What follows belongs to an exercise in optimizing a design on an open flow for small area; a production flow would make more cautious choices.
No activity file was given, so power comes from the tool's default toggle rates.

Design miniplant_bridge, start of the top module:
module miniplant_bridge #(
  parameter [15:0]  ANALOG_BASE    = 16'd0,
  parameter [15:0]  INFLAG_BASE    = 16'd0,
  parameter [15:0]  OUTFLAG_BASE   = 16'd8,
  parameter [15:0]  OUTFLAG2_BASE  = 16'd16,
  parameter [15:0]  OVERRIDE_COIL  = 16'd100,
  parameter [15:0]  ACT_BASE       = 16'd8,
  parameter integer ACT_COUNT      = 14,    
  parameter integer RX_DEPTH       = 32,    
  parameter integer RX_AW          = 5,
  parameter integer BACKOFF_CYCLES = 16     
) (
  input  wire         clk,
  input  wire         rst,
  input  wire         rx_valid,
  input  wire [7:0]   rx_data,
  output wire         tx_valid,
  output wire [7:0]   tx_data,
  input  wire         tx_ready,
  input  wire         ser_link_ok,
  input  wire         plc_link_ok,
  output wire         plc_req_valid,
  input  wire         plc_req_ready,
  output reg  [7:0]   plc_req_fc,
  output reg  [15:0]  plc_req_addr,
  output reg  [4:0]   plc_req_cnt,
  output reg  [79:0]  plc_req_wdata,
  input  wire         plc_rsp_valid,
  input  wire         plc_rsp_ok,
  input  wire [1:0]   plc_rsp_cause,
  input  wire [15:0]  plc_rsp_rdata,
  input  wire         shutdown_req,
  input  wire [63:0]  wallclock,
  output wire         pst_valid,
  output wire [151:0] pst_data,
  output wire         log_valid,
  output wire [31:0]  log_word,
  output wire         ser_close,
  output wire         plc_close,
  output wire [3:0]   fsm_state,
  output wire         rx_overflow_o
);
For scale: ~1400 cells after synthesis, roughly 16000 µm² of cells after synthesis.
==> flow/config.mk <==
export PLATFORM = sky130hd
export DESIGN_NAME = miniplant_bridge
export DESIGN_NICKNAME = miniplant_bridge
export VERILOG_FILES = /design/flow/design.v
export SDC_FILE = /design/flow/constraint.sdc
export NUM_CORES = 4
export LEC_CHECK = 0
export CAP_MARGIN = 20
export CORE_MARGIN = 2
export CORE_UTILIZATION = 60
export CTS_CLUSTER_DIAMETER = 60
export CTS_CLUSTER_SIZE = 40
export PLACE_DENSITY = 0.7
export SLEW_MARGIN = 20
==> flow/constraint.sdc <==
create_clock -name core_clock -period 6.0 [get_ports {clk}]
set_input_delay 1.2000 -clock core_clock [delete_from_list [all_inputs] [get_ports {clk}]]
set_output_delay 1.2000 -clock core_clock [all_outputs]
set_load 0.01 [all_outputs]
standard.sh (not shown) runs the stock make flow with config.mk's settings and CLKGATE_MAP_FILE= SYNTH_SCRIPT=/design/flow/synth_recipe.tcl, a recipe that flattens the netlist after the stock synthesis.
==> flow/flow/run.sh <==
#!/bin/bash
# The standard layout (standard.sh), with these changes to how it is made:
# the port buffers use the smallest buffer cell (every port still gets one),
# and the constant outputs share one tie cell.
export BUFFER_PORTS_ARGS="-buffer_cell sky130_fd_sc_hd__buf_1"
export SKIP_REPAIR_TIE_FANOUT=1

bash standard.sh > standard.log 2>&1
Change:
- CORE_UTILIZATION: 60 -> 40
- CTS_CLUSTER_DIAMETER: 60 -> 50
- CTS_CLUSTER_SIZE: 40 -> 30
- PLACE_DENSITY: 0.7 -> not set
The new run completed without violations.
Setup slack loses 140 ps.
Maximum frequency is lower by 3.1%.
Hold slack gets worse by 17 ps.
Via count climbs by 1.2%.
Sequential share of layout area decreases by 1.8 points.
Total power rose by 10%.
Change:
--- a/flow/flow/run.sh
+++ b/flow/flow/run.sh
@@ -4 +4,2 @@
-# and the constant outputs share one tie cell.
+# the constant outputs share one tie cell, and the clock tree is built
+# from smaller clock buffers.
@@ -7 +8 @@
-
+export CTS_ARGS="-sink_clustering_enable -repair_clock_nets -sink_clustering_size 20 -sink_clustering_max_diameter 50 -buf_list sky130_fd_sc_hd__clkbuf_8 -root_buf sky130_fd_sc_hd__clkbuf_16"
- CORE_UTILIZATION: 40 -> 60
- CTS_CLUSTER_DIAMETER: 50 -> not set
- CTS_CLUSTER_SIZE: 30 -> not set
- PLACE_DENSITY: not set -> 0.7
Synthesized cell count stays the same.
Final cell count came out lower by 8.8%.
Via count drops by 0.73%.
Clock-buffer cell count decreases by 8.
Power fell by 15%.
Final area goes down by about 5%.
Hold slack gains 12 ps.
Area after synthesis does not change.
Die area fell by 33%.
Non-clock buffer count came out higher by 1.
Change:
==> flow/flow/run.sh (replaced) <==
#!/bin/bash
# The standard layout (standard.sh), with these changes to how it is made:
# the port buffers use the smallest buffer cell (every port still gets one),
# and the constant outputs share one tie cell.
export BUFFER_PORTS_ARGS="-buffer_cell sky130_fd_sc_hd__buf_1"
export SKIP_REPAIR_TIE_FANOUT=1

bash standard.sh > standard.log 2>&1
- CTS_CLUSTER_DIAMETER: not set -> 50
- CTS_CLUSTER_SIZE: not set -> 30
Routed wire length rose slightly.
Final cell count does not change.
Via count rose slightly.
Non-clock buffer count is unchanged.
Worst setup slack gains 5.9 ps.
Clock power rose by well over a third.
No functional check of the RTL was part of any run of this note.

## separate check: timing with driven ports
In the flow no input, the clock included, has a driving cell. The finished layouts below were timed again as built, in two steps.
Step 1 assumes that a clkbuf_16 drives the clock port and a buf_2 every other input.
Step 2 times the ports against the registers' clock, not the clock port: input delays grow and output delays shrink by t, the midpoint of the rising clock arrivals with the driver on.
a / b / c = ideal ports / drivers / drivers and shift; a / b = the first two.
| run | t, ns | slack for setup (ns) | hold WS [ns] | cell pins on the clock port's net |
|---|---|---|---|---|
| the first run | 0.601 | 1.517 / 1.480 / 2.064 | 0.436 / 0.436 / 0.436 | 1 |
| the second run | 0.608 | 1.375 / 1.324 / 1.880 | 0.419 / 0.419 / 0.419 | 1 |
| the third run | 0.538 | 1.554 / 1.516 / 2.054 | 0.432 / 0.432 / 0.432 | 1 |
| the fourth run | 0.559 | 1.560 / 1.520 / 2.065 | 0.424 / 0.424 / 0.424 | 1 |
After both steps every run listed still meets setup and hold.
